This design comes from an exercise in tuning for small area, a short achievable clock period and few clock cycles per item on the open sky130 flow, not from production work. RTL that was checked went through simulation tests only; none was proved equivalent to the original. For run 6, only the layout was checked, not whether the RTL still works. Power figures rest on the tool's default switching activity, not on a simulated workload.

==> design.v <==
module sge_rs_encoder (
    input  wire       clk,
    input  wire       rst,
    input  wire       en,
    input  wire       zero,
    input  wire       zero_n,
    input  wire [7:0] sym,
    output wire [7:0] par_out
);
    reg  [255:8] q;           
    reg  [7:0]   fbd;
    reg  [7:0]   fbdl;
    reg  e03;
    reg  e05;
    reg  e09;
    reg  e0a;
    reg  e11;
    reg  e14;
    reg  e21;
    reg  e28;
    reg  e41;
    reg  e60;
    reg  e81;
    reg  e88;
    reg  e90;
    reg  ec0;
    wire l01 = fbdl[0];
    wire l02 = fbdl[1];
    wire l04 = fbdl[2];
    wire l08 = fbdl[3];
    wire l10 = fbdl[4];
    wire l20 = fbdl[5];
    wire l40 = fbdl[6];
    wire l80 = fbdl[7];
    wire l03 = l01 ^ l02;
    wire l0a = l02 ^ l08;
    wire l0c = l04 ^ l08;
    wire l24 = l04 ^ l20;
    wire l48 = l08 ^ l40;
    wire l60 = l20 ^ l40;
    wire la0 = l20 ^ l80;
    wire lc0 = l40 ^ l80;
    wire l0d = l01 ^ l0c;
    wire l0e = l02 ^ l0c;
    wire l4b = l03 ^ l48;
    wire l4c = l04 ^ l48;
    wire l70 = l10 ^ l60;
    wire la4 = l04 ^ la0;
    wire lb0 = l10 ^ la0;
    wire ld0 = l10 ^ lc0;
    wire l4f = l03 ^ l4c;
    wire l7a = l0a ^ l70;
    wire la7 = l03 ^ la4;
    wire lbd = l0d ^ lb0;
    wire lde = ld0 ^ l0e;
    wire lef = la4 ^ l4b;
    wire lf4 = ld0 ^ l24;
    wire [7:0] loop31 = {la7, lf4, l7a, lbd, lde, lef, ld0, l4f};
    wire [7:0] fb = (zero ? 8'h00 : (sym ^ q[255:248])) ^ loop31;
    wire m01 = fbd[0];
    wire m02 = fbd[1];
    wire m04 = fbd[2];
    wire m08 = fbd[3];
    wire m10 = fbd[4];
    wire m20 = fbd[5];
    wire m40 = fbd[6];
    wire m80 = fbd[7];
    wire m03 = e03;
    wire m05 = e05;
    wire m09 = e09;
    wire m0a = e0a;
    wire m11 = e11;
    wire m14 = e14;
    wire m21 = e21;
    wire m28 = e28;
    wire m41 = e41;
    wire m60 = e60;
    wire m81 = e81;
    wire m88 = e88;
    wire m90 = e90;
    wire mc0 = ec0;
    wire m07 = m02 ^ m05;
    wire m0b = m01 ^ m0a;
    wire m0e = m04 ^ m0a;
    wire m0f = m05 ^ m0a;
    wire m13 = m02 ^ m11;
    wire m15 = m01 ^ m14;
    wire m16 = m02 ^ m14;
    wire m17 = m03 ^ m14;
    wire m19 = m08 ^ m11;
    wire m1a = m10 ^ m0a;
    wire m1b = m0a ^ m11;
    wire m1d = m09 ^ m14;
    wire m1e = m0a ^ m14;
    wire m23 = m02 ^ m21;
    wire m29 = m01 ^ m28;
    wire m2a = m02 ^ m28;
    wire m2b = m03 ^ m28;
    wire m2c = m04 ^ m28;
    wire m2d = m05 ^ m28;
    wire m34 = m20 ^ m14;
    wire m35 = m14 ^ m21;
    wire m43 = m02 ^ m41;
    wire m49 = m08 ^ m41;
    wire m4a = m40 ^ m0a;
    wire m4b = m0a ^ m41;
    wire m51 = m10 ^ m41;
    wire m54 = m40 ^ m14;
    wire m55 = m14 ^ m41;
    wire m64 = m04 ^ m60;
    wire m65 = m05 ^ m60;
    wire m68 = m08 ^ m60;
    wire m69 = m09 ^ m60;
    wire m6a = m0a ^ m60;
    wire m85 = m04 ^ m81;
    wire m8c = m04 ^ m88;
    wire m8d = m05 ^ m88;
    wire m93 = m03 ^ m90;
    wire m95 = m05 ^ m90;
    wire m98 = m08 ^ m90;
    wire m9a = m0a ^ m90;
    wire m9c = m14 ^ m88;
    wire ma9 = m21 ^ m88;
    wire mb0 = m20 ^ m90;
    wire mb1 = m21 ^ m90;
    wire mb8 = m28 ^ m90;
    wire mc4 = m04 ^ mc0;
    wire mc9 = m09 ^ mc0;
    wire mca = m0a ^ mc0;
    wire md0 = m10 ^ mc0;
    wire md1 = m11 ^ mc0;
    wire md4 = m14 ^ mc0;
    wire me0 = m20 ^ mc0;
    wire me8 = m28 ^ mc0;
    wire mf0 = m90 ^ m60;
    wire m1f = m01 ^ m1e;
    wire m27 = m04 ^ m23;
    wire m2e = m02 ^ m2c;
    wire m33 = m10 ^ m23;
    wire m36 = m02 ^ m34;
    wire m37 = m02 ^ m35;
    wire m3a = m10 ^ m2a;
    wire m3b = m10 ^ m2b;
    wire m3d = m08 ^ m35;
    wire m3f = m0a ^ m35;
    wire m46 = m05 ^ m43;
    wire m47 = m04 ^ m43;
    wire m4d = m04 ^ m49;
    wire m4e = m04 ^ m4a;
    wire m4f = m04 ^ m4b;
    wire m56 = m02 ^ m54;
    wire m57 = m02 ^ m55;
    wire m58 = m09 ^ m51;
    wire m59 = m08 ^ m51;
    wire m5b = m10 ^ m4b;
    wire m5c = m08 ^ m54;
    wire m5f = m0a ^ m55;
    wire m62 = m21 ^ m43;
    wire m66 = m02 ^ m64;
    wire m67 = m02 ^ m65;
    wire m6b = m01 ^ m6a;
    wire m6d = m04 ^ m69;
    wire m6e = m04 ^ m6a;
    wire m6f = m05 ^ m6a;
    wire m73 = m13 ^ m60;
    wire m76 = m13 ^ m65;
    wire m77 = m13 ^ m64;
    wire m78 = m10 ^ m68;
    wire m7a = m10 ^ m6a;
    wire m7b = m11 ^ m6a;
    wire m7e = m14 ^ m6a;
    wire m7f = m15 ^ m6a;
    wire m87 = m02 ^ m85;
    wire m96 = m80 ^ m16;
    wire m97 = m02 ^ m95;
    wire m9b = m01 ^ m9a;
    wire m9d = m01 ^ m9c;
    wire m9e = m02 ^ m9c;
    wire m9f = m03 ^ m9c;
    wire ma3 = m80 ^ m23;
    wire ma4 = m21 ^ m85;
    wire ma5 = m20 ^ m85;
    wire ma6 = m16 ^ mb0;
    wire ma7 = m0e ^ ma9;
    wire mab = m02 ^ ma9;
    wire mac = m20 ^ m8c;
    wire mae = m07 ^ ma9;
    wire maf = m23 ^ m8c;
    wire mb3 = m02 ^ mb1;
    wire mb4 = m04 ^ mb0;
    wire mb5 = m04 ^ mb1;
    wire mb7 = m07 ^ mb0;
    wire mb9 = m01 ^ mb8;
    wire mbb = m03 ^ mb8;
    wire mbd = m05 ^ mb8;
    wire mbf = m07 ^ mb8;
    wire mc6 = m02 ^ mc4;
    wire mcb = m01 ^ mca;
    wire mcc = m08 ^ mc4;
    wire mcd = m04 ^ mc9;
    wire mce = m04 ^ mca;
    wire mcf = m05 ^ mca;
    wire md2 = m02 ^ md0;
    wire md3 = m02 ^ md1;
    wire md5 = m01 ^ md4;
    wire md7 = m03 ^ md4;
    wire md8 = m08 ^ md0;
    wire md9 = m08 ^ md1;
    wire mda = m10 ^ mca;
    wire mdb = m0a ^ md1;
    wire mdc = m08 ^ md4;
    wire mdd = m09 ^ md4;
    wire mde = m0a ^ md4;
    wire mdf = m0b ^ md4;
    wire me3 = m03 ^ me0;
    wire me4 = m04 ^ me0;
    wire me5 = m80 ^ m65;
    wire me6 = m0e ^ me8;
    wire me7 = m07 ^ me0;
    wire mea = m02 ^ me8;
    wire meb = m03 ^ me8;
    wire mec = m04 ^ me8;
    wire mee = m0e ^ me0;
    wire mef = m07 ^ me8;
    wire mf1 = m01 ^ mf0;
    wire mf4 = m04 ^ mf0;
    wire mf5 = m05 ^ mf0;
    wire mf6 = m16 ^ me0;
    wire mf7 = m07 ^ mf0;
    wire mf8 = m08 ^ mf0;
    wire mfb = m0b ^ mf0;
    wire mfc = m14 ^ me8;
    wire mfd = m15 ^ me8;
    wire mfe = m0e ^ mf0;
    wire mff = m0f ^ mf0;
    wire [255:0] prod;
    assign prod[7:0] = {mb4, mee, mf7, m7b, m3d, m1e, mbb, m69};
    assign prod[15:8] = {m1b, m16, m0b, m05, m02, m81, m5b, m36};
    assign prod[23:16] = {m9f, md0, me8, mf4, m7a, mbd, m41, m3f};
    assign prod[31:24] = {mda, mb7, m5b, m2d, m16, m0b, mdf, mb5};
    assign prod[39:32] = {md1, mb9, m5c, mae, md7, m6b, me4, ma3};
    assign prod[47:40] = {m09, m8d, mc6, me3, mf1, m78, m35, m13};
    assign prod[55:48] = {m7b, m46, m23, m11, m88, mc4, m19, mf7};
    assign prod[63:56] = {mf5, m0f, m87, m43, m21, m90, m3d, meb};
    assign prod[71:64] = {m21, mb1, m58, m2c, m96, mcb, mc4, m43};
    assign prod[79:72] = {md3, m3a, m9d, mce, me7, m73, mea, ma6};
    assign prod[87:80] = {m4d, m6b, m35, m1a, m8d, mc6, mae, m9a};
    assign prod[95:88] = {m6e, m59, mac, m56, m2b, m15, m64, mdc};
    assign prod[103:96] = {m85, m47, ma3, md1, m68, m34, m1f, m0a};
    assign prod[111:104] = {m66, m55, m2a, m95, mca, m65, m54, mcc};
    assign prod[119:112] = {m90, m58, m2c, m96, mcb, me5, m62, m21};
    assign prod[127:120] = {m5f, mf0, mf8, mfc, m7e, m3f, mc0, mbf};
    assign prod[135:128] = {mff, m80, mc0, me0, mf0, mf8, m03, mfe};
    assign prod[143:136] = {m90, m58, m2c, m96, mcb, me5, m62, m21};
    assign prod[151:144] = {m95, m5f, maf, m57, mab, md5, m7f, m2a};
    assign prod[159:152] = {mbb, m66, m33, m19, m8c, m46, m98, m77};
    assign prod[167:160] = {ma4, mf6, mfb, mfd, mfe, mff, mdb, m49};
    assign prod[175:168] = {m73, m4a, ma5, md2, m69, mb4, m29, me7};
    assign prod[183:176] = {m5b, m76, m3b, m1d, m0e, m07, md8, mb7};
    assign prod[191:184] = {mb7, mec, m76, m3b, m1d, m0e, mb0, m6f};
    assign prod[199:192] = {mdd, m33, m19, m8c, m46, m23, mcc, mbb};
    assign prod[207:200] = {m4b, m6e, m37, m9b, mcd, me6, mb8, m97};
    assign prod[215:208] = {m14, m9e, mcf, m67, mb3, md9, m78, m28};
    assign prod[223:216] = {m85, m47, ma3, md1, m68, m34, m1f, m0a};
    assign prod[231:224] = {m67, md4, m6a, mb5, mda, m6d, m51, mcf};
    assign prod[239:232] = {m17, m9c, m4e, m27, m93, mc9, m73, m2e};
    assign prod[247:240] = {m54, mfe, mff, m7f, mbf, m5f, mfb, ma9};
    assign prod[255:248] = {ma7, mf4, m7a, mbd, mde, mef, md0, m4f};
    assign par_out = q[255:248] ^ prod[255:248];
    always @(posedge clk) begin
        if (rst)
            fbdl <= 8'h00;
        else if (en)
            fbdl <= zero_n ? 8'h00 : fb;
        if (en) begin
            q   <= {q[247:8], 8'h00} ^ prod[247:0];
            fbd <= fb;
            e03 <= fb[0] ^ fb[1];
            e05 <= fb[0] ^ fb[2];
            e09 <= fb[0] ^ fb[3];
            e0a <= fb[1] ^ fb[3];
            e11 <= fb[0] ^ fb[4];
            e14 <= fb[2] ^ fb[4];
            e21 <= fb[0] ^ fb[5];
            e28 <= fb[3] ^ fb[5];
            e41 <= fb[0] ^ fb[6];
            e60 <= fb[5] ^ fb[6];
            e81 <= fb[0] ^ fb[7];
            e88 <= fb[3] ^ fb[7];
            e90 <= fb[4] ^ fb[7];
            ec0 <= fb[6] ^ fb[7];
        end
    end
endmodule
module sge_escaper (
    input  wire       clk,
    input  wire       rst,
    input  wire       in_valid,
    output wire       in_ready,
    input  wire [7:0] in_data,
    input  wire       in_last,
    output reg        out_valid,
    input  wire       out_ready,
    output reg  [7:0] out_data,
    output reg        out_last
);
    localparam [7:0] ESC_BYTE  = 8'h54;
    localparam [7:0] SYNC_BYTE = 8'hAB;
    localparam [7:0] SYNC_SUB  = 8'h9F;
    reg pend;         
    reg pend_sync;    
    reg pend_last;
    wire out_fire = out_valid && out_ready;
    assign in_ready = !out_valid || (out_ready && !pend);
    wire in_fire  = in_valid && in_ready;
    wire reserved = (in_data == ESC_BYTE) || (in_data == SYNC_BYTE);
    always @(posedge clk) begin
        if (rst) begin
            out_valid <= 1'b0;
            pend      <= 1'b0;
        end else if (in_fire) begin
            out_valid <= 1'b1;
            pend      <= reserved;
            pend_sync <= in_data[7];      
            pend_last <= in_last;
            out_data  <= reserved ? ESC_BYTE : in_data;
            out_last  <= in_last && !reserved;
        end else if (out_fire) begin
            out_valid <= pend;
            pend      <= 1'b0;
            out_data  <= pend_sync ? SYNC_SUB : ESC_BYTE;
            out_last  <= pend_last;
        end
    end
endmodule
module sge_fec_esc (
    input  wire       clk,
    input  wire       rst,
    input  wire       in_valid,
    output wire       in_ready,
    input  wire [7:0] in_data,
    input  wire       in_last,
    output wire       out_valid,
    input  wire       out_ready,
    output wire [7:0] out_data,
    output wire       out_last
);
    reg       mv;              
    reg [7:0] md;
    reg       ml;
    reg       sf;              
    reg       in_rdy;          
    wire      se = !sf;
    reg [7:0] sd;
    reg       sl;
    reg [7:0] pos;
    reg       par_ph;          
    reg       pad;             
    reg       fin;             
    reg       flush;           
    reg       cv;              
    reg [7:0] cd;
    reg       cl;
    assign in_ready = in_rdy;
    wire in_fire = in_valid && se;
    wire esc_ready;
    wire c_free   = !cv || esc_ready;
    wire src_ok   = par_ph || pad || mv;
    wire step     = flush || (c_free && src_ok);
    wire take     = step && !par_ph && !pad;
    wire [7:0] par31;
    wire [7:0] sym      = pad ? 8'h00 : md;
    wire [7:0] cod_data = par_ph ? par31 : sym;
    wire       cod_last = par_ph && fin && (pos == 8'd254);
    wire       wrap     = (pos == 8'd254);
    wire       to_par   = (pos == 8'd222);
    wire [7:0] pos_n    = !step ? pos    : wrap ? 8'd0 : pos + 8'd1;
    wire       par_ph_n = !step ? par_ph : wrap ? 1'b0 : (par_ph || to_par);
    wire       pad_n    = !step ? pad    : wrap ? 1'b0 : (pad || (take && ml && !to_par));
    wire       m_free = !mv || take;
    wire       mv_n   = m_free ? (!se || in_fire) : 1'b1;
    wire [7:0] md_n   = !m_free ? md : !se ? sd : in_data;
    wire       ml_n   = !m_free ? ml : !se ? sl : in_last;
    wire       se_n   = m_free || (se && !in_fire);
    always @(posedge clk) begin
        if (rst) begin
            mv     <= 1'b0;
            sf     <= 1'b0;
            in_rdy <= 1'b1;
            pos    <= 8'd223;
            par_ph <= 1'b1;
            flush  <= 1'b1;
            pad    <= 1'b0;
            cv     <= 1'b0;
        end else begin
            mv   <= mv_n;
            md   <= md_n;
            ml   <= ml_n;
            sf     <= !se_n;
            in_rdy <= se_n;
            if (!m_free && in_fire) begin
                sd <= in_data; sl <= in_last;
            end
            pos    <= pos_n;
            par_ph <= par_ph_n;
            pad    <= pad_n;
            if (step && wrap)
                flush <= 1'b0;
            if (take)
                fin <= ml;
            if (c_free) begin
                cv <= step && !flush;
                cd <= cod_data;
                cl <= cod_last;
            end
        end
    end
    sge_rs_encoder u_rs (
        .clk     (clk),
        .rst     (rst),
        .en      (step),
        .zero    (par_ph),
        .zero_n  (par_ph_n),
        .sym     (sym),
        .par_out (par31)
    );
    sge_escaper u_esc (
        .clk       (clk),
        .rst       (rst),
        .in_valid  (cv),
        .in_ready  (esc_ready),
        .in_data   (cd),
        .in_last   (cl),
        .out_valid (out_valid),
        .out_ready (out_ready),
        .out_data  (out_data),
        .out_last  (out_last)
    );
endmodule
==> run.sh <==
#!/bin/bash
# synth_recipe.tcl (not shown) runs the flow's synth.tcl, then flattens the netlist and writes it again
# the make line also repeats each setting of config.mk as NAME=value (left out here)
make -C /OpenROAD-flow-scripts/flow DESIGN_CONFIG=/design/flow/config.mk WORK_HOME=/design/flow/orfs CLKGATE_MAP_FILE= SYNTH_SCRIPT=/design/flow/synth_recipe.tcl finish
==> config.mk <==
export PLATFORM = sky130hd
export DESIGN_NAME = sge_fec_esc
export DESIGN_NICKNAME = sge_fec_esc
export VERILOG_FILES = /design/flow/design.v
export SDC_FILE = /design/flow/constraint.sdc
export NUM_CORES = 4
export LEC_CHECK = 0
export CAP_MARGIN = 20
export CORE_MARGIN = 2
export CORE_UTILIZATION = 70
export CTS_BUF_LIST = sky130_fd_sc_hd__clkbuf_8
export CTS_CLUSTER_DIAMETER = 40
export CTS_CLUSTER_SIZE = 16
export PLACE_DENSITY = 0.75
export SETUP_SLACK_MARGIN = 2.0
export SLEW_MARGIN = 20
==> constraint.sdc <==
create_clock -name core_clock -period 4.0 [get_ports {clk}]
set_input_delay 0.8000 -clock core_clock [delete_from_list [all_inputs] [get_ports {clk}]]
set_output_delay 0.8000 -clock core_clock [all_outputs]
set_load 0.01 [all_outputs]
==> metrics.md, run 1 <==
| Metric | Value |
|---|---|
| Clk pin slew, worst setup/hold paths | `80 ps` |
| Post-synth EDFFs | `309` |
| Tmin final | `1990 ps` |
| Post-route DRC | `0` |
| Overflow after GRT | `0` |
| Post-route ant nets | `0` |
| Synth Area in Compound Gates | `0.0218` |
| Design Area, Final | `17600 um2` |
| Nature of the critical path endpoint | `register` |
| WS Path Type | `register to register` |
| CP max FO | `9` |
| Critical path's largest stage delay | `450 ps` |
| Vias | `8361` |
| Die width | `151 um` |
| Core footprint | `21100 um2` |
| CP startpoint kind | `register` |
| Root Buffer | `clkbuf_8` |
| Req. time, crit path | `4300 ps` |
| Final Hold Fails | `0` |
| Status | `complete, no violations` |
| WHS Endpoint | `u_esc.pend_last$_DFFE_PP_` |
| Synth warn | `3` |
| Slowest stage cell, crit path | `xnor2_2` |
| Post-synthesis mux area share | `0.00889` |
| Worst-Skew Late Latency | `580 ps` |
| WL/cell | `25.6 um` |
| Post-Synthesis Cells | `987` |
| Static Leakage | `6.70 nW` |
| Met2 Track Usage GR | `0.510` |
| Fmax | `503 MHz` |
| Htree depth | `2` |
| Final-stage net count | `1117` |
| Commonest non-fill, non-tap cell in the layout | `xnor2_1` |
| Flops & latches, synth | `334` |
| Dpl cells | `1267` |
| FF-to-FF End | `u_rs.q[145]$_DFFE_PN_` |
| Cell taking the most area after synthesis | `edfxtp_1` |
| Synth top area cells | `edfxtp_1 (62%), xnor2_1 (20%), xor2_1 (6.0%), dfxtp_1 (3.3%), mux2_2 (0.82%)` |
| Reg2Reg Depth | `5` |
| Fill count | `1033` |
| Post-Syn Nets | `1002` |
| Row count | `53` |
| First-pass detailed-route iteration total | `7` |
| Slew @ Worst Pin | `978 ps` |
| Crit-path cells | `buf_12 > buf_4 > xnor2_2 > xor2_1 > xnor2_1` |
| Hold Crit Class | `register to register` |
| CTS max path bufs | `3` |
| CTS tree | `done` |
| Final Setup Violations | `0` |
| GRT Max-Usage Layer | `met2` |
| DRT Wirelength | `35900 um` |
| Antenna Cells | `0` |
| Grt met1 use | `0.456` |
| Die H | `151 um` |
| Hold path depth | `0` |
| Most frequent cells in the layout | `xnor2_1 (317), edfxtp_1 (309), xor2_1 (93)` |
| Area growth syn-to-layout | `17.0%` |
| CTS Buf Count | `40` |
| Post-Synth Simple-Gate Area | `0.0295` |
| Post-synthesis cell area | `15100 um2` |
| Yosys top cell area share | `0.616` |
| Top Ports | `24` |
| Setup tns final | `0 ps` |
| PortBufs | `23` |
| Max-capacitance violation count | `0` |
| Data arrival, critical path | `2290 ps` |
| Hold buffer count at cts | `0` |
| Final Power | `11.3 mW` |
| Cell variety after synth | `50` |
| First-pass GRT wire length | `53100 um` |
| Post-Synth Adder-Cell Area | `0.00166` |
| Clock sinks | `334` |
| Asr flop ratio synth | `0` |
| Post-DP Area | `15700 um2` |
| Main combinational cell family by area after synthesis | `XOR/XNOR gates` |
| Initial core utilization | `0.714` |
| Layout cell share with drive strength beyond 1 | `0.209` |
| Synth Flop Type | `edfxtp_1` |
| Gpl congestion | `0.862` |
| Die area | `22700 um2` |
| Post-Layout Cell Count | `1406` |
| Max VDD drop | `454 uV` |
| Mean number of vias per cell | `5.95` |
| Reg2Reg Launch Point | `u_rs.fbd[1]$_DFFE_PN_` |
| Hpwl dp | `21700 um` |
| RSZ-0062 raised after global routing | `true` |
| Total track usage | `0.331` |
| Worst hold start | `cl$_DFFE_PP_` |
| Worst hold margin | `483 ps` |
| Final Cycle Share | `0.497` |
| PD cells | `641 nW/um2` |
| CP top delay family | `XOR/XNOR gates` |
| Sequential share of the synthesized area | `0.649` |
| R2r setup slk | `2010 ps` |
| Worst slew margin | `0.348` |
| Worst Skew | `28.2 ps` |
| Mean post-synth cell area | `15.3 um2` |
| Post-Synth XOR/XNOR Area | `0.274` |
| Iter 0 DRT Violations | `943` |
| Initial antenna violation count | `0` |
| Largest net degree at the start of global routing | `51` |
| Routing usage on met3 | `0.0964` |
| Vias in the first global route | `8556` |
| Crit path buf inv count | `2` |
| Final slew viol count | `0` |
-- sequential cells by signal (all words and copies together) (netlist names), 8 cells and up --
signal and cells:
u_rs.q 248, md 8, sd 8, pos 8
cd 8, u_esc.out_data 8, u_rs.fbdl 8, u_rs.fbd 8
-- worst max path at each step --
stage                                     start                        end  slack (ps)  cells after the start
final                     u_rs.fbd[1]$_DFFE_PN_      u_rs.q[145]$_DFFE_PN_        2010                      5
after detailed placement              out_ready  u_rs.fbdl[6]$_SDFFE_PP0N_         810                      7
after global placement                out_ready  u_rs.fbdl[2]$_SDFFE_PP0N_         900                      7
after CTS                    u_rs.e14$_DFFE_PN_       u_rs.q[75]$_DFFE_PN_        2000                      4
after floorplan                       out_ready        pos[5]$_SDFFE_PP0N_        1670                      6
after global routing      u_rs.fbd[1]$_DFFE_PN_      u_rs.q[145]$_DFFE_PN_        1990                      5
-- final cells by class --
type	instances	area [um2]	area share
clock buffers	42	578	0.0328
clock inverters	29	293	0.0166
inverters	13	77.6	0.00440
multi-input cells	603	5510	0.312
flip-flops and latches	334	9790	0.555
well taps	275	344	0.0195
repair buffers	107	988	0.0561
repair inverters	3	48.8	0.00277
-- cell families (layout without fill, tap and decap cells) --
group	Yosys count	count (layout)
XOR/XNOR	455	455
multiplexers	12	12
buffers and inverters	51	194
AND/OR/NAND/NOR	85	86
AO/OA/AOI/OAI	48	48
adder cells (fa/ha/maj)	2	2
flip-flops	334	334
-- Yosys cell counts (3+ instances only) --
library cell  instances
a21o_1                5
a21oi_1              10
a31oi_1               4
a32o_1                4
and2_1                7
and3_1                3
buf_1                 5
buf_2                14
buf_4                 3
clkbuf_1             16
dfxtp_1              25
edfxtp_1            309
inv_1                10
mux2_2               11
nand2_1              12
nand3_1               7
nor2_1               27
nor2b_1               7
nor3_1                4
o21ai_0              10
o311ai_0              3
o32ai_1               3
or3_1                 5
xnor2_1             338
xnor2_2               6
xnor2_4               3
xor2_1              104
-- repair_timing --
| action | in CTS | in global routing |
|---|---|---|
| gates cloned | 8 | 0 |
| pin swaps | 7 | 5 |
| setup buffers | 50 | 10 |
| setup endpoints to repair | 452 | 67 |
| gates resized for setup | 70 | 26 |
-- routing by layer --
layer	wire, um	up-vias
li1	-	3639
met1	13900	4176
met2	16900	466
met3	4000	80
met4	1140	0
met5	0	-
-- through the flow --
stage                      util  setup slack (ps)
final                     0.836              2010
after global placement    0.746               903
after detailed placement  0.746               808
after global routing      0.836              1990
after floorplan               -              1670
after CTS                 0.827              2000
-- power by group --
part,total [mW],leakage (nW),switching (mW),internal (mW)
Sequential,6.24,3.66,0.754,5.49
Clock,2.66,0.452,1.32,1.33
Combinational,2.40,2.59,1.13,1.27
Testbench counts, summed over its fixed seeds: cycles 31,336, out bytes 31,088.
==> run 2, diff against run 1 <==
--- a/config.mk
+++ b/config.mk
@@ -13,4 +13,3 @@
 export CTS_CLUSTER_SIZE = 16
-export PLACE_DENSITY = 0.75
-export SETUP_SLACK_MARGIN = 2.0
+export SETUP_SLACK_MARGIN = 2.1
 export SLEW_MARGIN = 20
==> run 2 against run 1 <==
  * Utilization rose by 1.3 points
  * Final area rose by 1.5%
  * Power fell by 1.5%
  * Register-to-register slack got worse by 30 ps
  * First-iteration DRC count rose by 2.7%
  * Wire length rose by 3.2%
  * Combinational power rose by 2%
  * Synthesized area did not move
  * Final cell count rose by 0.78%
  * Non-clock buffer count rose by 13
  * Maximum frequency fell by 1.4%
  * Largest cell class unchanged
  * Largest power group unchanged
==> metrics.md, run 2 <==
| Metric | Value |
|---|---|
| RSZ-0062 raised after global routing | `true` |
| Die H | `151 um (unchanged)` |
| Worst-Skew Late Latency | `580 ps (about the same)` |
| Clk pin slew, worst setup/hold paths | `100 ps (+20 ps)` |
| CTS tree | `done` |
| Pre-CTS setup slack | `766 ps (-41.7 ps)` |
| Max reg flops | `248 (unchanged)` |
| PD cells | `622 nW/um2 (-3.0%)` |
| Clock sinks | `334 (unchanged)` |
| Largest net degree at the start of global routing | `80 (+57%)` |
| Worst slew margin | `0.491 (+0.144)` |
| Area growth syn-to-layout | `18.8%` |
| Yosys top cell area share | `0.616 (unchanged)` |
| Synth top area cells | `edfxtp_1 (62%), xnor2_1 (20%), xor2_1 (6.0%), dfxtp_1 (3.3%), mux2_2 (0.82%)` |
| Tmin final | `2020 ps (+28.2 ps)` |
| Reg2Reg Depth | `6 (+1)` |
| Largest Register | `u_rs.q` |
| Post-Syn Nets | `1002 (unchanged)` |
| Req. time, crit path | `4300 ps (about the same)` |
| Hpwl dp | `21700 um (+0.15%)` |
| Static Leakage | `6.81 nW (+1.7%)` |
| Most frequent cells in the layout | `xnor2_1 (312), edfxtp_1 (309), xor2_1 (89)` |
| Data arrival, critical path | `2310 ps (+20 ps)` |
| Hold Crit Class | `register to register` |
| CTS max path bufs | `3 (unchanged)` |
| Max VDD drop | `449 uV (-1.0%)` |
| Vias | `8531 (+2.0%)` |
| Final slew viol count | `0 (unchanged)` |
| First-pass GRT wire length | `52900 um (-0.50%)` |
| Final Hold Fails | `0 (unchanged)` |
| Nature of the critical path endpoint | `register` |
| Synth Flop Type | `edfxtp_1` |
| Initial antenna violation count | `0 (unchanged)` |
| Slew @ Worst Pin | `763 ps (-215 ps)` |
| WS Path Type | `register to register` |
| DRT Wirelength | `37100 um (+3.2%)` |
| PortBufs | `23 (unchanged)` |
| Synth warn | `3 (unchanged)` |
| Final Setup Violations | `0 (unchanged)` |
| Mean post-synth cell area | `15.3 um2 (unchanged)` |
| Cell variety after synth | `50 (unchanged)` |
| CP max FO | `4 (-5)` |
| Antenna Cells | `0 (unchanged)` |
| Root Buffer | `clkbuf_8` |
| Count leader, synth | `xnor2_1` |
| Setup tns final | `0 ps (unchanged)` |
| Status | `complete, no violations` |
| Initial core utilization | `0.714 (unchanged)` |
| Flops & latches, synth | `334 (unchanged)` |
| Vias in the first global route | `8504 (-0.61%)` |
| Overflow after GRT | `0 (unchanged)` |
| Die width | `151 um (unchanged)` |
| Asr flop ratio synth | `0 (unchanged)` |
| Worst Skew | `27.5 ps (-0.724 ps)` |
| Hold buffer count at cts | `0 (unchanged)` |
| Hold path depth | `0 (unchanged)` |
| Final core occ | `0.849 (+0.0129)` |
| Post-route DRC | `0 (unchanged)` |
| Worst hold margin | `477 ps (-6.13 ps)` |
| CP startpoint kind | `register` |
| CTS Buf Count | `38 (-5.0%)` |
| Core footprint | `21100 um2 (unchanged)` |
| Top cells by count, synth | `xnor2_1 (338), edfxtp_1 (309), xor2_1 (104), nor2_1 (27), dfxtp_1 (25)` |
| Final Cycle Share | `0.504 (+0.00706)` |
| Iter 0 DRT Violations | `968 (+2.7%)` |
| Post-route ant nets | `0 (unchanged)` |
| Fmax | `496 MHz (-1.4%)` |
| Row count | `53 (unchanged)` |
| Final-stage net count | `1127 (+0.90%)` |
| Mean number of vias per cell | `6.02 (+1.2%)` |
| Htree depth | `2 (unchanged)` |
| Post-synthesis cell area | `15100 um2 (unchanged)` |
| Sequential share of the synthesized area | `0.649 (unchanged)` |
| Total track usage | `0.327 (-0.00399)` |
| Post-synth EDFFs | `309 (unchanged)` |
| Gpl congestion | `0.844 (-2.0%)` |
| Top Ports | `24 (unchanged)` |
| Max-capacitance violation count | `0 (unchanged)` |
| First-pass detailed-route iteration total | `5 (-2)` |
| Die area | `22700 um2 (unchanged)` |
| Commonest non-fill, non-tap cell in the layout | `xnor2_1` |
| Cell taking the most area after synthesis | `edfxtp_1` |
| Layout cell share with drive strength beyond 1 | `0.236 (+0.0278)` |
| Post-Synthesis Cells | `987 (unchanged)` |
| PnR worst setup slack | `1980 ps (-28.2 ps)` |
| WL/cell | `26.2 um (+2.4%)` |
## run 2: final timing paths
path / startpoint / to / slack (ps)
setup / recovery: u_rs.fbdl[1]$_SDFFE_PP0N_ / u_rs.e09$_DFFE_PN_ / 1980
hold / removal: cl$_DFFE_PP_ / u_esc.pend_last$_DFFE_PP_ / 480
setup reg to reg: u_rs.fbdl[1]$_SDFFE_PP0N_ / u_rs.e09$_DFFE_PN_ / 1980
hold reg to reg: cl$_DFFE_PP_ / u_esc.pend_last$_DFFE_PP_ / 480
## run 2: worst max-delay path, cell delays in order, from the launching register on
cell,delay [ps]
dfxtp_2,350
xnor3_2,480
xnor2_4,250
xnor2_4,120
xnor2_4,290
buf_4,180
xnor2_1,60
## run 2: area by class of cell
cell class | count | area, um2
Inverter | 13 | 95.1
Clock inverter | 29 | 229
Clock buffer | 41 | 564
Fill cell | 958 | 3190
Timing Repair inverter | 2 | 32.5
Timing Repair Buffer | 120 | 1190
Tap cell | 275 | 344
Sequential cell | 334 | 9790
Multi-Input combinational cell | 603 | 5640
## run 2: per-layer routing
layer	global-route usage	wire [um]
met5	0	0
met4	0.115	1250
met3	0.0639	3370
met2	0.532	18300
met1	0.447	14100
## run 2: power by group
group / total [mW] / internal, mW / switching, mW / leakage (nW)
sequential: 6.27 / 5.49 / 0.780 / 3.66
clock: 2.42 / 1.03 / 1.38 / 0.380
combinational: 2.44 / 1.29 / 1.15 / 2.77
total: 11.1 / 7.81 / 3.32 / 6.81
## run 2: per-stage QoR
step	power [mW]	area (um2)	std cells
after floorplan	7.73	15200	987
after global placement	8.38	15800	1268
after detailed placement	8.48	15800	1268
after CTS	11.0	17600	1400
after global routing	11.5	17900	1417
final	11.1	17900	1417
## run 2: what timing repair did
item / CTS / global route
setup buffers: 53 / 16
gates cloned: 9 / 1
endpoints found under the setup margin: 485 / 151
pin swaps: 13 / 9
resized for setup: 116 / 23
endpoints found under the hold margin: 0 / 0
## run 2: kinds of logic (layout without fill, tap and decap cells)
group	Yosys count	after routing	synth area share
xor gates and xnor gates	455	455	0.274
DFF	334	334	0.649
and+or+nand+nor	85	86	0.0295
buffers and inverters	51	205	0.0148
AOI/OAI and AO/OA	48	48	0.0218
muxes	12	12	0.00889
adders and majority gates	2	2	0.00166
==> run 3, diff against run 2 <==
--- a/config.mk
+++ b/config.mk
@@ -13,3 +13,3 @@
 export CTS_CLUSTER_SIZE = 16
-export SETUP_SLACK_MARGIN = 2.1
+export SETUP_SLACK_MARGIN = 2.0
 export SLEW_MARGIN = 20
==> run 3 against run 2 <==
  * First-iteration DRC count down 2.6%
  * Sequential cell count unchanged
  * Die area unchanged
  * Utilization down 1.3 points
  * Largest cell class unchanged
==> metrics.md, run 3 <==
| Metric | Value |
|---|---|
| CTS tree | `done` |
| CP max FO | `9 (+5)` |
| Fmax | `503 MHz (+1.4%)` |
| Slew @ Worst Pin | `978 ps (+215 ps)` |
| Largest net degree at the start of global routing | `51 (-36%)` |
| Worst-Skew Late Latency | `580 ps (about the same)` |
| Clock sinks | `334 (unchanged)` |
| Post-route ant nets | `0 (unchanged)` |
| PortBufs | `23 (unchanged)` |
| CTS Buf Count | `40 (+5.3%)` |
| Flops & latches, synth | `334 (unchanged)` |
| Asr flop ratio synth | `0 (unchanged)` |
| Reg2Reg Launch Point | `u_rs.fbd[1]$_DFFE_PN_` |
| Static Leakage | `6.70 nW (-1.7%)` |
| Cell taking the most area after synthesis | `edfxtp_1` |
| Count leader, synth | `xnor2_1` |
| Post-synthesis cell area | `15100 um2 (unchanged)` |
| Antenna Cells | `0 (unchanged)` |
| Final slew viol count | `0 (unchanged)` |
| Worst Setup SP | `u_rs.fbd[1]$_DFFE_PN_` |
| Net Switching | `3.21 mW (-3.3%)` |
| Clock power frac | `0.235 (+0.018)` |
| Worst hold margin | `483 ps (+6.13 ps)` |
| WS Path Type | `register to register` |
| Iter 0 DRT Violations | `943 (-2.6%)` |
| Row count | `53 (unchanged)` |
| Gate power share | `0.213 (-0.007)` |
| Hold Crit Class | `register to register` |
| Mean number of vias per cell | `5.95 (-1.2%)` |
| Post-Synthesis Cells | `987 (unchanged)` |
| Root Buffer | `clkbuf_8` |
| Most frequent cells in the layout | `xnor2_1 (317), edfxtp_1 (309), xor2_1 (93)` |
| Yosys top cell area share | `0.616 (unchanged)` |
| Design Area, Final | `17600 um2 (-1.5%)` |
| Hpwl dp | `21700 um (-0.15%)` |
| Area growth syn-to-layout | `17.0%` |
| CTS max path bufs | `3 (unchanged)` |
| Final Hold Fails | `0 (unchanged)` |
| Top Ports | `24 (unchanged)` |
| Synth warn | `3 (unchanged)` |
| Largest Register | `u_rs.q` |
| Initial core utilization | `0.714 (unchanged)` |
| Data arrival, critical path | `2290 ps (-20 ps)` |
| Switching share of power | `0.284 (-0.0142)` |
| Post-route DRC | `0 (unchanged)` |
| WL/cell | `25.6 um (-2.3%)` |
| Cell variety after synth | `50 (unchanged)` |
| RSZ-0062 raised after global routing | `true` |
| Synth Flop Type | `edfxtp_1` |
| CP startpoint kind | `register` |
| PD cells | `641 nW/um2 (+3.1%)` |
| Final core occ | `0.836 (-0.0129)` |
| Total track usage | `0.331 (+0.00399)` |
| DRT Wirelength | `35900 um (-3.1%)` |
| Worst slew margin | `0.348 (-0.144)` |
| Die H | `151 um (unchanged)` |
| Initial antenna violation count | `0 (unchanged)` |
| First-pass GRT wire length | `53100 um (+0.50%)` |
| Slowest stage cell, crit path | `xnor2_2` |
| Tmin final | `1990 ps (-28.2 ps)` |
| Die width | `151 um (unchanged)` |
| Synth top area cells | `edfxtp_1 (62%), xnor2_1 (20%), xor2_1 (6.0%), dfxtp_1 (3.3%), mux2_2 (0.82%)` |
| Final Cycle Share | `0.497 (-0.00706)` |
| Gpl congestion | `0.862 (+2.1%)` |
| Crit path buf inv count | `2 (+1)` |
| Post-Layout Cell Count | `1406 (-0.78%)` |
| Dpl cells | `1267 (-0.079%)` |
| Sequential share of power | `0.552 (-0.011)` |
| Status | `complete, no violations` |
| Pint | `8.09 mW (+3.6%)` |
| Sequential share of the synthesized area | `0.649 (unchanged)` |
| Max VDD drop | `454 uV (+1.1%)` |
| Final Setup Violations | `0 (unchanged)` |
| Post-synth EDFFs | `309 (unchanged)` |
| Setup tns final | `0 ps (unchanged)` |
| Hold buffer count at cts | `0 (unchanged)` |
| Clk pin slew, worst setup/hold paths | `80 ps (-20 ps)` |
| Final-stage net count | `1117 (-0.89%)` |
| Worst hold start | `cl$_DFFE_PP_` |
| Vias | `8361 (-2.0%)` |
| Htree depth | `2 (unchanged)` |
| Critical path's largest stage delay | `450 ps (-30 ps)` |
| Post-Syn Nets | `1002 (unchanged)` |
| Layout cell share with drive strength beyond 1 | `0.209 (-0.0278)` |
| CP top delay family | `XOR/XNOR gates` |
| Max-capacitance violation count | `0 (unchanged)` |
| Crit-path cells | `buf_12 > buf_4 > xnor2_2 > xor2_1 > xnor2_1` |
| Max reg flops | `248 (unchanged)` |
| First-pass detailed-route iteration total | `7 (+2)` |
| Req. time, crit path | `4300 ps (about the same)` |
| Nature of the critical path endpoint | `register` |
| Overflow after GRT | `0 (unchanged)` |
| Post-DP Area | `15700 um2 (-0.13%)` |
| Vias in the first global route | `8556 (+0.61%)` |
| Mean post-synth cell area | `15.3 um2 (unchanged)` |
| Die area | `22700 um2 (unchanged)` |
| Commonest non-fill, non-tap cell in the layout | `xnor2_1` |
| Worst Skew | `28.2 ps (+0.724 ps)` |
| Core footprint | `21100 um2 (unchanged)` |
| Top cells by count, synth | `xnor2_1 (338), edfxtp_1 (309), xor2_1 (104), nor2_1 (27), dfxtp_1 (25)` |
-- run 3: cell counts after synthesis --
Identical to the previous run, type by type.
-- run 3: power groups by stage --
stage,clock (mW),combinational (mW),sequential (mW)
2_1_floorplan,0,1.75,5.98
3_3_place_gp,0,2.13,6.25
3_5_place_dp,0,2.20,6.29
4_1_cts,2.65,2.35,6.21
5_1_grt,2.80,2.59,6.34
6_report,2.66,2.40,6.24
-- run 3: logic make-up after synthesis --
| family | share of synthesized area |
|---|---|
| XOR/XNOR | 0.274 |
| buffers and inverters | 0.0148 |
| AO/OA/AOI/OAI | 0.0218 |
| adder cells (fa/ha/maj) | 0.00166 |
| AND/OR/NAND/NOR | 0.0295 |
| multiplexers | 0.00889 |
| flip-flops | 0.649 |
-- run 3: path summary, 6_finish.rpt --
| check | to | slack, ps | depth (start not counted) |
|---|---|---|---|
| max reg2reg | u_rs.q[145]$_DFFE_PN_ | 2010 | 5 |
| min reg2reg | u_esc.pend_last$_DFFE_PP_ | 480 | 0 |
| min | u_esc.pend_last$_DFFE_PP_ | 480 | 0 |
| max | u_rs.q[145]$_DFFE_PN_ | 2010 | 5 |
-- run 3: metal layers --
metal  share of wire  global-route usage
met5               0              0.0227
met4           0.032               0.112
met3            0.11              0.0964
met2            0.47               0.510
met1            0.39               0.456
-- run 3: what timing repair did --
item / in CTS / in global routing
setup endpoints to repair: 452 / 67
gates cloned: 8 / 0
setup buffers: 50 / 10
pin swaps: 7 / 5
resized for setup: 70 / 26
-- run 3: layout make-up --
cell class	instances	area, um2
timing repair buffer	107	988
inverter	13	77.6
timing repair inverter	3	48.8
clock buffer	42	578
sequential	334	9790
fill	1033	3460
multi-input combinational	603	5510
tap	275	344
clock inverter	29	293
-- run 3: worst register-to-register path: stages, from the launching register on --
cell and delay, ps:
edfxtp_1 420, buf_12 180, buf_4 210, xnor2_2 460
xor2_1 330, xnor2_1 130
-- run 3: stage by stage --
stage	power [mW]	setup WS, ps
after floorplan	7.73	1670
after global placement	8.38	903
after detailed placement	8.49	808
after CTS	11.2	2000
after global routing	11.7	1990
final	11.3	2010
==> run 4, diff against run 3 <==
--- a/config.mk
+++ b/config.mk
@@ -9,3 +9,3 @@
 export CORE_MARGIN = 2
-export CORE_UTILIZATION = 70
+export CORE_UTILIZATION = 65
 export CTS_BUF_LIST = sky130_fd_sc_hd__clkbuf_8
==> run 4 against run 3 <==
  * Still clean on timing, DRC and antenna
  * Critical path depth increased by 1
  * First-iteration DRC count increased by 13%
  * Die area increased by 7.5%
  * Critical path type unchanged
==> metrics.md, run 4 <==
| Metric | Value |
|---|---|
| Status | `complete, no violations` |
| R2r setup slk | `1970 ps (-40 ps)` |
| Mean post-synth cell area | `15.3 um2 (unchanged)` |
| Slew @ Worst Pin | `897 ps (-81.5 ps)` |
| Die width | `156 um (+3.7%)` |
| Reg2Reg Depth | `6 (+1)` |
| Area growth syn-to-layout | `18.0%` |
| CTS tree | `done` |
| Synth top area cells | `edfxtp_1 (62%), xnor2_1 (20%), xor2_1 (6.0%), dfxtp_1 (3.3%), mux2_2 (0.82%)` |
| Synth warn | `3 (unchanged)` |
| FF-to-FF End | `u_rs.e0a$_DFFE_PN_` |
| Largest Register | `u_rs.q` |
| Most frequent cells in the layout | `xnor2_1 (316), edfxtp_1 (309), xor2_1 (95)` |
| Die area | `24400 um2 (+7.5%)` |
| Post-Synth Adder-Cell Area | `0.00166 (unchanged)` |
| Initial core utilization | `0.663 (-0.0510)` |
| Clock sinks | `334 (unchanged)` |
| PD cells | `652 nW/um2 (+1.6%)` |
| Hpwl dp | `21900 um (+1.2%)` |
| CTS Buf Count | `41 (+2.5%)` |
| Synth Flop Type | `edfxtp_1` |
| Gpl congestion | `0.857 (-0.59%)` |
| Max-capacitance violation count | `0 (unchanged)` |
| Worst Setup SP | `u_rs.fbdl[1]$_SDFFE_PP0N_` |
| Top Ports | `24 (unchanged)` |
| Largest net degree at the start of global routing | `47 (-7.8%)` |
| Total track usage | `0.288 (-0.0432)` |
| Cell mode on critical path | `xnor2_4` |
| Flops & latches, synth | `334 (unchanged)` |
| First-pass detailed-route iteration total | `6 (-1)` |
| Post-Synth XOR/XNOR Area | `0.274 (unchanged)` |
| Gate power share | `0.203 (-0.010)` |
| CP max FO | `4 (-5)` |
| Net Switching | `3.17 mW (-1.1%)` |
| Crit-path cells | `xnor3_2 > xnor2_4 > xnor2_2 > xnor2_4 > buf_4 > xor2_1` |
| Post-route ant nets | `0 (unchanged)` |
| Post-synth EDFFs | `309 (unchanged)` |
| Fmax | `493 MHz (-2.1%)` |
| Hold buffer count at cts | `0 (unchanged)` |
| WL/cell | `23.9 um (-6.6%)` |
| Top cells by count, synth | `xnor2_1 (338), edfxtp_1 (309), xor2_1 (104), nor2_1 (27), dfxtp_1 (25)` |
| Commonest non-fill, non-tap cell in the layout | `xnor2_1` |
| Worst Skew | `23.4 ps (-4.81 ps)` |
| Req. time, crit path | `4320 ps (+20 ps)` |
| Layout cell share with drive strength beyond 1 | `0.209 (+0.000699)` |
| DRT Wirelength | `33800 um (-5.9%)` |
| Post-Synth Simple-Gate Area | `0.0295 (unchanged)` |
| Yosys top cell area share | `0.616 (unchanged)` |
| Main combinational cell family by area after synthesis | `XOR/XNOR gates` |
| Post-Syn Nets | `1002 (unchanged)` |
| Overflow after GRT | `0 (unchanged)` |
| Synth Area in Compound Gates | `0.0218 (unchanged)` |
| Post-Synthesis Cells | `987 (unchanged)` |
| Static Leakage | `6.75 nW (+0.67%)` |
| Row count | `55 (+3.8%)` |
| Mean number of vias per cell | `5.69 (-4.4%)` |
| Final Hold Fails | `0 (unchanged)` |
| Fill count | `1360 (+32%)` |
| CTS max path bufs | `3 (unchanged)` |
| Vias in the first global route | `8130 (-5.0%)` |
| Vias | `8058 (-3.6%)` |
| WS Path Type | `register to register` |
| Max VDD drop | `532 uV (+17%)` |
| Die H | `156 um (+3.7%)` |
| Clock power frac | `0.259 (+0.024)` |
| Critical path's largest stage delay | `500 ps (+50 ps)` |
| Max reg flops | `248 (unchanged)` |
| Sequential share of the synthesized area | `0.649 (unchanged)` |
| Worst slew margin | `0.399 (+0.0516)` |
| PortBufs | `23 (unchanged)` |
| Pint | `8.41 mW (+3.9%)` |
| RSZ-0062 raised after global routing | `true` |
| Design Area, Final | `17800 um2 (+0.86%)` |
| CP startpoint kind | `register` |
| Cell variety after synth | `50 (unchanged)` |
| Count leader, synth | `xnor2_1` |
| Post-synthesis mux area share | `0.00889 (unchanged)` |
| Tmin final | `2030 ps (+42.5 ps)` |
| Antenna Cells | `0 (unchanged)` |
| Final slew viol count | `0 (unchanged)` |
| Setup tns final | `0 ps (unchanged)` |
| Worst-Skew Late Latency | `590 ps (about the same)` |
| Hold Crit Class | `register to register` |
| Post-route DRC | `0 (unchanged)` |
| Reg2Reg Launch Point | `u_rs.fbdl[1]$_SDFFE_PP0N_` |
| Data arrival, critical path | `2350 ps (+60 ps)` |
| Slowest stage cell, crit path | `xnor3_2` |
| Root Buffer | `clkbuf_8` |
| Initial antenna violation count | `1 (+1)` |
| Asr flop ratio synth | `0 (unchanged)` |
| Sequential share of power | `0.537 (-0.015)` |
| Htree depth | `2 (unchanged)` |
| Worst setup path endpoint | `u_rs.e0a$_DFFE_PN_` |
| Final-stage net count | `1114 (-0.27%)` |
| Core footprint | `22700 um2 (+7.7%)` |
| Final Cycle Share | `0.507 (+0.0106)` |
| Cell taking the most area after synthesis | `edfxtp_1` |
| Switching share of power | `0.274 (-0.00994)` |
| Post-synthesis cell area | `15100 um2 (unchanged)` |
| First-pass GRT wire length | `49800 um (-6.2%)` |
| Nature of the critical path endpoint | `register` |
| Final Setup Violations | `0 (unchanged)` |
| Post-DP Area | `15800 um2 (+0.17%)` |
| Clk pin slew, worst setup/hold paths | `90 ps (about the same)` |
| Iter 0 DRT Violations | `1069 (+13%)` |
## run 4: cell type report
class                      instances  area [um2]  area share
clock buffer                      43         592      0.0333
timing repair buffer             105         995      0.0560
timing repair inverter             1        16.3    0.000915
tap                              285         357      0.0201
inverter                          13        82.6     0.00465
multi-input combinational        603        5490       0.309
clock inverter                    33         448      0.0252
sequential                       334        9790       0.551
## run 4: repair_timing
item,CTS,global route
setup endpoints to repair,459,229
pin swaps,5,7
setup buffers,44,14
cloned,4,0
gates resized for setup,78,27
endpoints found under the hold margin,0,0
## run 4: cell families (layout without fill, tap and decap cells)
logic type,count (synthesis),in the layout
XOR/XNOR,455,455
AND/OR/NAND/NOR,85,86
flip-flops,334,334
adder cells (fa/ha/maj),2,2
AO/OA/AOI/OAI,48,48
buffers and inverters,51,195
multiplexers,12,12
## run 4: stage by stage
step           cells  power (mW)  hold WS [ps]  utilization  setup WS, ps
2_1_floorplan    987        7.73           427            -          1670
3_3_place_gp    1279        8.41           436        0.694           880
6_report        1417        11.6           479        0.783          1970
5_1_grt         1417        12.0           491        0.783          1930
4_1_cts         1403        11.6           478        0.771          1990
3_5_place_dp    1279        8.49           449        0.694           800
## run 4: power by group through the flow
stage	Clock, mW	Combinational, mW	Sequential, mW
6_report	3.00	2.35	6.22
3_5_place_dp	0	2.19	6.30
3_3_place_gp	0	2.14	6.27
5_1_grt	3.15	2.55	6.32
2_1_floorplan	0	1.75	5.98
4_1_cts	3.04	2.33	6.22
## run 4: worst min-delay path by stage
stage	slack, ps	startpoint	endpoint	cells past startpoint
2_1_floorplan	430	ml$_DFFE_PP_	fin$_DFFE_PP_	0
3_3_place_gp	440	cl$_DFFE_PP_	u_esc.pend_last$_DFFE_PP_	0
3_5_place_dp	450	cl$_DFFE_PP_	u_esc.pend_last$_DFFE_PP_	0
4_1_cts	480	cl$_DFFE_PP_	u_esc.pend_last$_DFFE_PP_	0
5_1_grt	490	cl$_DFFE_PP_	u_esc.pend_last$_DFFE_PP_	0
6_report	480	cl$_DFFE_PP_	u_esc.pend_last$_DFFE_PP_	0
## run 4: worst max-delay path: cells and delay by family (launching register included)
kind | cells | cell delay [ps]
xor gates and xnor gates | 5 | 1250
DFF | 1 | 350
buffers and inverters | 1 | 180
## run 4: layer usage
| metal | share of wire | global-route usage | vias up |
|---|---|---|---|
| met4 | 0.035 | 0.112 | 0 |
| li1 | - | - | 3642 |
| met5 | 0 | 0 | - |
| met3 | 0.079 | 0.0631 | 74 |
| met2 | 0.47 | 0.440 | 307 |
| met1 | 0.42 | 0.409 | 4035 |
==> run 5, diff against run 4 <==
--- a/config.mk
+++ b/config.mk
@@ -9,6 +9,6 @@
 export CORE_MARGIN = 2
-export CORE_UTILIZATION = 65
+export CORE_UTILIZATION = 70
 export CTS_BUF_LIST = sky130_fd_sc_hd__clkbuf_8
-export CTS_CLUSTER_DIAMETER = 40
-export CTS_CLUSTER_SIZE = 16
+export CTS_CLUSTER_DIAMETER = 35
+export CTS_CLUSTER_SIZE = 12
 export SETUP_SLACK_MARGIN = 2.0
==> run 5 against run 4 <==
  * Utilization up 6.1 points
  * Global-route usage grew 4.0 points
  * Final area barely moved
  * Clock-buffer cell count grew 5
  * Via count up 5.0%
==> metrics.md, run 5 <==
| Metric | Value |
|---|---|
| Final Cycle Share | `0.520 (+0.0121)` |
| Fmax | `481 MHz (-2.3%)` |
| Worst-Skew Late Latency | `590 ps (about the same)` |
| Post-route ant nets | `0 (unchanged)` |
| Max VDD drop | `446 uV (-16%)` |
| Layout cell share with drive strength beyond 1 | `0.214 (+0.00423)` |
| Yosys top cell area share | `0.616 (unchanged)` |
| PnR worst setup slack | `1920 ps (-48.6 ps)` |
| Synth top area cells | `edfxtp_1 (62%), xnor2_1 (20%), xor2_1 (6.0%), dfxtp_1 (3.3%), mux2_2 (0.82%)` |
| DRT Wirelength | `36800 um (+8.9%)` |
| Initial antenna violation count | `0 (-1)` |
| PortBufs | `23 (unchanged)` |
| Crit-path cells | `xnor3_2 > xnor2_4 > xnor2_2 > xnor2_4 > buf_4 > xnor2_1` |
| Max reg flops | `248 (unchanged)` |
| Iter 0 DRT Violations | `917 (-14%)` |
| Final core occ | `0.844 (+0.0610)` |
| Cell taking the most area after synthesis | `edfxtp_1` |
| Worst hold start | `cl$_DFFE_PP_` |
| Overflow after GRT | `0 (unchanged)` |
| Critical path's largest stage delay | `530 ps (+30 ps)` |
| Row count | `53 (-3.6%)` |
| Antenna Cells | `0 (unchanged)` |
| Worst slew margin | `0.363 (-0.0367)` |
| Cell variety after synth | `50 (unchanged)` |
| Vias | `8458 (+5.0%)` |
| Top Ports | `24 (unchanged)` |
| Final Setup Violations | `0 (unchanged)` |
| Flops & latches, synth | `334 (unchanged)` |
| CP max FO | `4 (unchanged)` |
| Root Buffer | `clkbuf_8` |
| Largest Register | `u_rs.q` |
| First-pass detailed-route iteration total | `5 (-1)` |
| Post-route DRC | `0 (unchanged)` |
| Die area | `22700 um2 (-7.0%)` |
| Vias in the first global route | `8485 (+4.4%)` |
| Post-synth EDFFs | `309 (unchanged)` |
| R2r setup slk | `1920 ps (-50 ps)` |
| Final Power | `11.7 mW (+0.95%)` |
| WL/cell | `26.2 um (+9.6%)` |
| Post-Syn Nets | `1002 (unchanged)` |
| Initial core utilization | `0.714 (+0.0510)` |
| Mean number of vias per cell | `6.01 (+5.6%)` |
| Status | `complete, no violations` |
| PD cells | `657 nW/um2 (+0.86%)` |
| First-pass GRT wire length | `52700 um (+5.7%)` |
| Die H | `151 um (-3.5%)` |
| Most frequent cells in the layout | `xnor2_1 (314), edfxtp_1 (309), xor2_1 (95)` |
| Mean post-synth cell area | `15.3 um2 (unchanged)` |
| Final Hold Fails | `0 (unchanged)` |
| Hold path depth | `0 (unchanged)` |
| CTS max path bufs | `3 (unchanged)` |
| Req. time, crit path | `4320 ps (about the same)` |
| Reg2Reg Launch Point | `u_rs.fbdl[6]$_SDFFE_PP0N_` |
| WS Path Type | `register to register` |
| Post-synthesis cell area | `15100 um2 (unchanged)` |
| CP top delay family | `XOR/XNOR gates` |
| Cell mode on critical path | `xnor2_4` |
| Static Leakage | `6.75 nW (about the same)` |
| Worst Skew | `35.2 ps (+11.8 ps)` |
| Top cells by count, synth | `xnor2_1 (338), edfxtp_1 (309), xor2_1 (104), nor2_1 (27), dfxtp_1 (25)` |
| Final-stage net count | `1112 (-0.18%)` |
| Worst hold margin | `480 ps (+1.49 ps)` |
| Synth Flop Type | `edfxtp_1` |
| Total track usage | `0.328 (+0.0405)` |
| Asr flop ratio synth | `0 (unchanged)` |
| RSZ-0062 raised after global routing | `true` |
| Data arrival, critical path | `2400 ps (+50 ps)` |
| Pre-CTS setup slack | `808 ps (+7.76 ps)` |
| FF-to-FF End | `u_rs.e09$_DFFE_PN_` |
| Core footprint | `21100 um2 (-7.1%)` |
| CTS tree | `done` |
| Commonest non-fill, non-tap cell in the layout | `xnor2_1` |
| Largest net degree at the start of global routing | `58 (+23%)` |
| Final slew viol count | `0 (unchanged)` |
| Max-capacitance violation count | `0 (unchanged)` |
| Hpwl dp | `21700 um (-1.2%)` |
| Crit path buf inv count | `1 (unchanged)` |
| Reg2Reg Depth | `6 (unchanged)` |
| Area growth syn-to-layout | `18.1% (about the same)` |
| Post-Synthesis Cells | `987 (unchanged)` |
| Hold Crit Class | `register to register` |
| CTS Buf Count | `45 (+9.8%)` |
| WHS Endpoint | `u_esc.pend_last$_DFFE_PP_` |
| Tmin final | `2080 ps (+48.6 ps)` |
| Synth warn | `3 (unchanged)` |
| Clk pin slew, worst setup/hold paths | `70 ps (-20 ps)` |
| Slowest stage cell, crit path | `xnor3_2` |
| Htree depth | `2 (unchanged)` |
| Slew @ Worst Pin | `956 ps (+59.2 ps)` |
| Sequential share of the synthesized area | `0.649 (unchanged)` |
| Die width | `151 um (-3.5%)` |
| CP startpoint kind | `register` |
| Gpl congestion | `0.862 (+0.60%)` |
| Nature of the critical path endpoint | `register` |
| Count leader, synth | `xnor2_1` |
| Setup tns final | `0 ps (unchanged)` |
| Clock sinks | `334 (unchanged)` |
-- run 5: cell counts after synthesis --
No cell type changed its count.
-- run 5: final cells by class --
| cell class | count | area (um2) |
|---|---|---|
| Timing Repair Buffer | 98 | 930 |
| Inverter | 13 | 82.6 |
| Clock buffer | 48 | 661 |
| Clock inverter | 35 | 398 |
| Fill cell | 1011 | 3300 |
| Multi-Input combinational cell | 603 | 5550 |
| Tap cell | 275 | 344 |
| Sequential cell | 334 | 9790 |
| Timing Repair inverter | 2 | 32.5 |
-- run 5: through the flow --
| stage | area, um2 | cells |
|---|---|---|
| finish | 17800 | 1408 |
| global route | 17800 | 1408 |
| CTS | 17500 | 1397 |
| detailed placement | 15700 | 1267 |
| global placement | 15700 | 1267 |
| floorplan | 15200 | 987 |
-- run 5: worst max-delay path by stage --
stage                                    from                        end  slack, ps  cells past startpoint
floorplan                           out_ready        pos[5]$_SDFFE_PP0N_       1670                      6
global placement                    out_ready  u_rs.fbdl[2]$_SDFFE_PP0N_        900                      7
detailed placement                  out_ready  u_rs.fbdl[6]$_SDFFE_PP0N_        810                      7
CTS                 u_rs.fbdl[1]$_SDFFE_PP0N_         u_rs.e21$_DFFE_PN_       2000                      6
global route        u_rs.fbdl[6]$_SDFFE_PP0N_         u_rs.e05$_DFFE_PN_       1880                      6
finish              u_rs.fbdl[6]$_SDFFE_PP0N_         u_rs.e09$_DFFE_PN_       1920                      6
-- run 5: kinds of logic (layout without fill, tap and decap cells) --
kind of cell,after synthesis,in the layout,share of synthesized area
xor+xnor,455,455,0.274
flops,334,334,0.649
simple gates,85,86,0.0295
buf+inv,51,196,0.0148
compound gates,48,48,0.0218
mux,12,12,0.00889
fa+ha+maj,2,2,0.00166
-- run 5: worst register-to-register path: stages, from the launching register on --
cell and delay, ps:
dfxtp_4 370, xnor3_2 530, xnor2_4 260, xnor2_2 130, xnor2_4 280, buf_4 180
xnor2_1 60
-- run 5: power breakdown --
part	total [mW]	internal [mW]	switching, mW
logic	2.40	1.27	1.14
clock network	3.04	1.66	1.38
registers	6.25	5.49	0.758
-- run 5: timing repair --
item	in CTS	in global routing
setup buffers	42	11
gates resized for setup	70	35
pin swaps	7	6
hold buffers	0	0
gates cloned	5	0
endpoints found under the setup margin	449	161
-- run 5: layer usage --
metal,up-vias,part of all wire,GRT usage
met4,0,0.038,0.121
met3,110,0.098,0.0800
met1,4226,0.39,0.467
met2,484,0.47,0.500
li1,3638,-,-
met5,-,0,0
==> run 6, diff against run 5 <==
--- a/design.v
+++ b/design.v
@@ -299,2 +299,4 @@
     output wire       in_ready,
+    output wire       in_free,     
+    output wire       in_pend,     
     input  wire [7:0] in_data,
@@ -314,2 +316,4 @@
     assign in_ready = !out_valid || (out_ready && !pend);
+    assign in_free  = !out_valid;
+    assign in_pend  = pend;
     wire in_fire  = in_valid && in_ready;
@@ -350,7 +354,2 @@
     reg       ml;
-    reg       sf;              
-    reg       in_rdy;          
-    wire      se = !sf;
-    reg [7:0] sd;
-    reg       sl;
     reg [7:0] pos;
@@ -363,5 +362,3 @@
     reg       cl;
-    assign in_ready = in_rdy;
-    wire in_fire = in_valid && se;
-    wire esc_ready;
+    wire esc_ready, esc_free, esc_pend;
     wire c_free   = !cv || esc_ready;
@@ -370,2 +367,7 @@
     wire take     = step && !par_ph && !pad;
+    wire msg_ph   = !par_ph && !pad;
+    wire rdy_a    = !mv || (msg_ph && (!cv || esc_free));
+    wire rdy_b    = msg_ph && !esc_pend;
+    assign in_ready = rdy_a || (rdy_b && out_ready);
+    wire in_fire  = in_valid && in_ready;
     wire [7:0] par31;
@@ -379,7 +381,3 @@
     wire       pad_n    = !step ? pad    : wrap ? 1'b0 : (pad || (take && ml && !to_par));
-    wire       m_free = !mv || take;
-    wire       mv_n   = m_free ? (!se || in_fire) : 1'b1;
-    wire [7:0] md_n   = !m_free ? md : !se ? sd : in_data;
-    wire       ml_n   = !m_free ? ml : !se ? sl : in_last;
-    wire       se_n   = m_free || (se && !in_fire);
+    wire       mv_n   = in_fire || (mv && !take);
     always @(posedge clk) begin
@@ -387,4 +385,2 @@
             mv     <= 1'b0;
-            sf     <= 1'b0;
-            in_rdy <= 1'b1;
             pos    <= 8'd223;
@@ -395,9 +391,5 @@
         end else begin
-            mv   <= mv_n;
-            md   <= md_n;
-            ml   <= ml_n;
-            sf     <= !se_n;
-            in_rdy <= se_n;
-            if (!m_free && in_fire) begin
-                sd <= in_data; sl <= in_last;
+            mv <= mv_n;
+            if (in_fire) begin
+                md <= in_data; ml <= in_last;
             end
@@ -431,2 +423,4 @@
         .in_ready  (esc_ready),
+        .in_free   (esc_free),
+        .in_pend   (esc_pend),
         .in_data   (cd),
--- a/config.mk
+++ b/config.mk
@@ -11,4 +11,4 @@
 export CTS_BUF_LIST = sky130_fd_sc_hd__clkbuf_8
-export CTS_CLUSTER_DIAMETER = 35
-export CTS_CLUSTER_SIZE = 12
+export CTS_CLUSTER_DIAMETER = 40
+export CTS_CLUSTER_SIZE = 16
 export SETUP_SLACK_MARGIN = 2.0
==> run 6 against run 5 <==
  * Sequential power down 3%
  * Final area down 4.1%
  * First-iteration DRC count up 6.3%
  * Largest cell class unchanged
  * Largest power group unchanged
==> metrics.md, run 6 <==
| Metric | Value |
|---|---|
| Mean post-synth cell area | `15.0 um2 (-1.7%)` |
| Final-stage net count | `1107 (-0.45%)` |
| Crit path buf inv count | `1 (unchanged)` |
| Vias | `8233 (-2.7%)` |
| Most frequent cells in the layout | `xnor2_1 (317), edfxtp_1 (300), xor2_1 (96)` |
| Reg2Reg Depth | `6 (unchanged)` |
| Max reg flops | `248 (unchanged)` |
| Setup tns final | `0 ps (unchanged)` |
| Final core occ | `0.838 (-0.00586)` |
| FF-to-FF End | `cd[7]$_DFFE_PP_` |
| Mean number of vias per cell | `5.92 (-1.5%)` |
| Design Area, Final | `17100 um2 (-4.1%)` |
| Top cells by count, synth | `xnor2_1 (338), edfxtp_1 (300), xor2_1 (109), nor2_1 (26), nand2_1 (24)` |
| Final Setup Violations | `0 (unchanged)` |
| Crit-path cells | `nand2b_4 > and3_4 > o31ai_4 > buf_2` |
| Antenna Cells | `0 (unchanged)` |
| Hold Crit Class | `register to register` |
| Core footprint | `20400 um2 (-3.4%)` |
| Commonest non-fill, non-tap cell in the layout | `xnor2_1` |
| Worst Skew | `29.8 ps (-5.41 ps)` |
| Yosys top cell area share | `0.618 (+0.00181)` |
| Layout cell share with drive strength beyond 1 | `0.206 (-0.00753)` |
| Htree depth | `2 (unchanged)` |
| Synth warn | `3 (unchanged)` |
| Post-Synthesis Cells | `972 (-1.5%)` |
| PD cells | `634 nW/um2 (-3.6%)` |
| First-pass GRT wire length | `49100 um (-6.8%)` |
| DRT Wirelength | `34700 um (-5.8%)` |
| Count leader, synth | `xnor2_1` |
| Die H | `148 um (-1.6%)` |
| CTS Buf Count | `37 (-18%)` |
| Post-DP Area | `15200 um2 (-3.2%)` |
| CP Depth | `4 (-2)` |
| CP max FO | `2 (-2)` |
| Post-route ant nets | `0 (unchanged)` |
| WL/cell | `25.0 um (-4.6%)` |
| Synth top area cells | `edfxtp_1 (62%), xnor2_1 (20%), xor2_1 (6.5%), dfxtp_1 (3.2%), xnor2_2 (0.89%)` |
| Tmin final | `2340 ps (+261 ps)` |
| Fmax | `427 MHz (-11%)` |
| Slew @ Worst Pin | `934 ps (-22.4 ps)` |
| Row count | `52 (-1.9%)` |
| Area growth syn-to-layout | `17.0%` |
| CTS tree | `done` |
| Post-Syn Nets | `987 (-1.5%)` |
| Critical path's largest stage delay | `320 ps (-210 ps)` |
| Root Buffer | `clkbuf_8` |
| Die width | `148 um (-1.6%)` |
| Worst slew margin | `0.378 (+0.0149)` |
| Total track usage | `0.310 (-0.0177)` |
| Nature of the critical path endpoint | `output port` |
| Die area | `22000 um2 (-3.1%)` |
| Clk pin slew, worst setup/hold paths | `70 ps (about the same)` |
| Sequential share of the synthesized area | `0.649 (about the same)` |
| Cell variety after synth | `45 (-10%)` |
| Largest Register | `u_rs.q` |
| WS Path Type | `register to output port` |
| Initial core utilization | `0.716 (+0.00171)` |
| Hpwl dp | `20900 um (-3.4%)` |
| Flops & latches, synth | `323 (-3.3%)` |
| Cell taking the most area after synthesis | `edfxtp_1` |
| Initial antenna violation count | `0 (unchanged)` |
| Status | `complete, no violations` |
| Static Leakage | `6.49 nW (-3.8%)` |
| Iter 0 DRT Violations | `975 (+6.3%)` |
| CTS max path bufs | `3 (unchanged)` |
| WHS Endpoint | `u_esc.pend_last$_DFFE_PP_` |
| Final Cycle Share | `0.585 (+0.0653)` |
| Top Ports | `24 (unchanged)` |
| Clock sinks | `323 (-3.3%)` |
| Post-route DRC | `0 (unchanged)` |
| Slowest stage cell, crit path | `dfxtp_2` |
[run 6: cell type report]
class,instances,area [um2]
tap,270,338
clock inverter,29,268
clock buffer,39,537
sequential,323,9490
timing repair buffer,112,957
timing repair inverter,4,45.0
fill,963,3300
multi-input combinational,603,5360
inverter,11,67.6
[run 6: power breakdown]
part	internal (mW)	switching (mW)	leakage, nW	total [mW]
sequential	5.34	0.727	3.56	6.07
clock	1.16	1.28	0.417	2.44
combinational	1.25	1.06	2.51	2.31
[run 6: worst max-delay path by stage]
stage | startpoint | endpoint | slack [ps]
after floorplan | out_ready | u_rs.fbdl[0]$_SDFFE_PP0N_ | 1360
after global routing | u_esc.pend$_SDFFE_PP0P_ | in_ready | 1600
after CTS | u_esc.pend$_SDFFE_PP0P_ | in_ready | 1580
final | u_esc.pend$_SDFFE_PP0P_ | in_ready | 1660
after global placement | out_ready | in_ready | 730
after detailed placement | out_ready | in_ready | 700
[run 6: worst register-to-register path: cells and delay by family, from the launching register on]
kind                   cells  cell delay (ps)
XOR/XNOR                   3              480
buffers and inverters      2              460
flip-flops                 1              540
multiplexers               1              280
[run 6: per-layer routing]
layer / track usage / wire, um / vias up
met3: 0.0663 / 3430 / 96
met4: 0.108 / 1390 / 0
met2: 0.468 / 16000 / 456
met1: 0.458 / 14000 / 4107
li1: - / - / 3574
met5: 0 / 0 / -
[run 6: what timing repair did]
action | CTS | global route
pin swaps | 3 | 7
gates resized for setup | 67 | 34
setup endpoints to repair | 427 | 297
gates cloned | 0 | 5
buffers inserted | 42 | 23
hold buffers | 0 | 0
[run 6: kinds of logic (layout without fill, tap and decap cells)]
logic type	Yosys count	count (layout)	share of synthesized area
XOR/XNOR	459	459	0.282
flip-flops	323	323	0.649
AND/OR/NAND/NOR	90	90	0.0302
AO/OA/AOI/OAI	47	48	0.0196
buffers and inverters	47	195	0.0142
multiplexers	4	4	0.00300
adder cells (fa/ha/maj)	2	2	0.00172
[run 6: stage by stage]
| stage | instances | hold slack, ps | worst slack (ps) |
|---|---|---|---|
| after CTS | 1363 | 476 | 1580 |
| final | 1391 | 480 | 1660 |
| after detailed placement | 1253 | 460 | 700 |
| after floorplan | 972 | 426 | 1360 |
| after global routing | 1391 | 492 | 1600 |
| after global placement | 1253 | 441 | 733 |

==> re-timing with driven ports <==
No port has a modelled driver above. Below, the same layouts with a new extraction and two added sets of constraints. Step 1 assumes that a clkbuf_16 drives the clock port and a buf_2 every other input. Step 2 also shifts input and output timing later by t, the mid clock arrival at the registers, as if the neighbouring blocks saw the same clock. a / b / c = ideal ports / drivers / drivers and shift; a / b = the first two.
run | shift t [ns] | slack for setup (ns)
run 1 | 0.607 | 2.013 / 2.008 / 1.459
run 2 | 0.610 | 1.985 / 1.985 / 1.565
run 3 | 0.607 | 2.013 / 2.008 / 1.459
run 4 | 0.621 | 1.970 / 1.970 / 1.528
run 5 | 0.619 | 1.922 / 1.922 / 1.355
run 6 | 0.593 | 1.661 / 1.619 / 1.448
After both steps setup and hold are still met in every run listed.
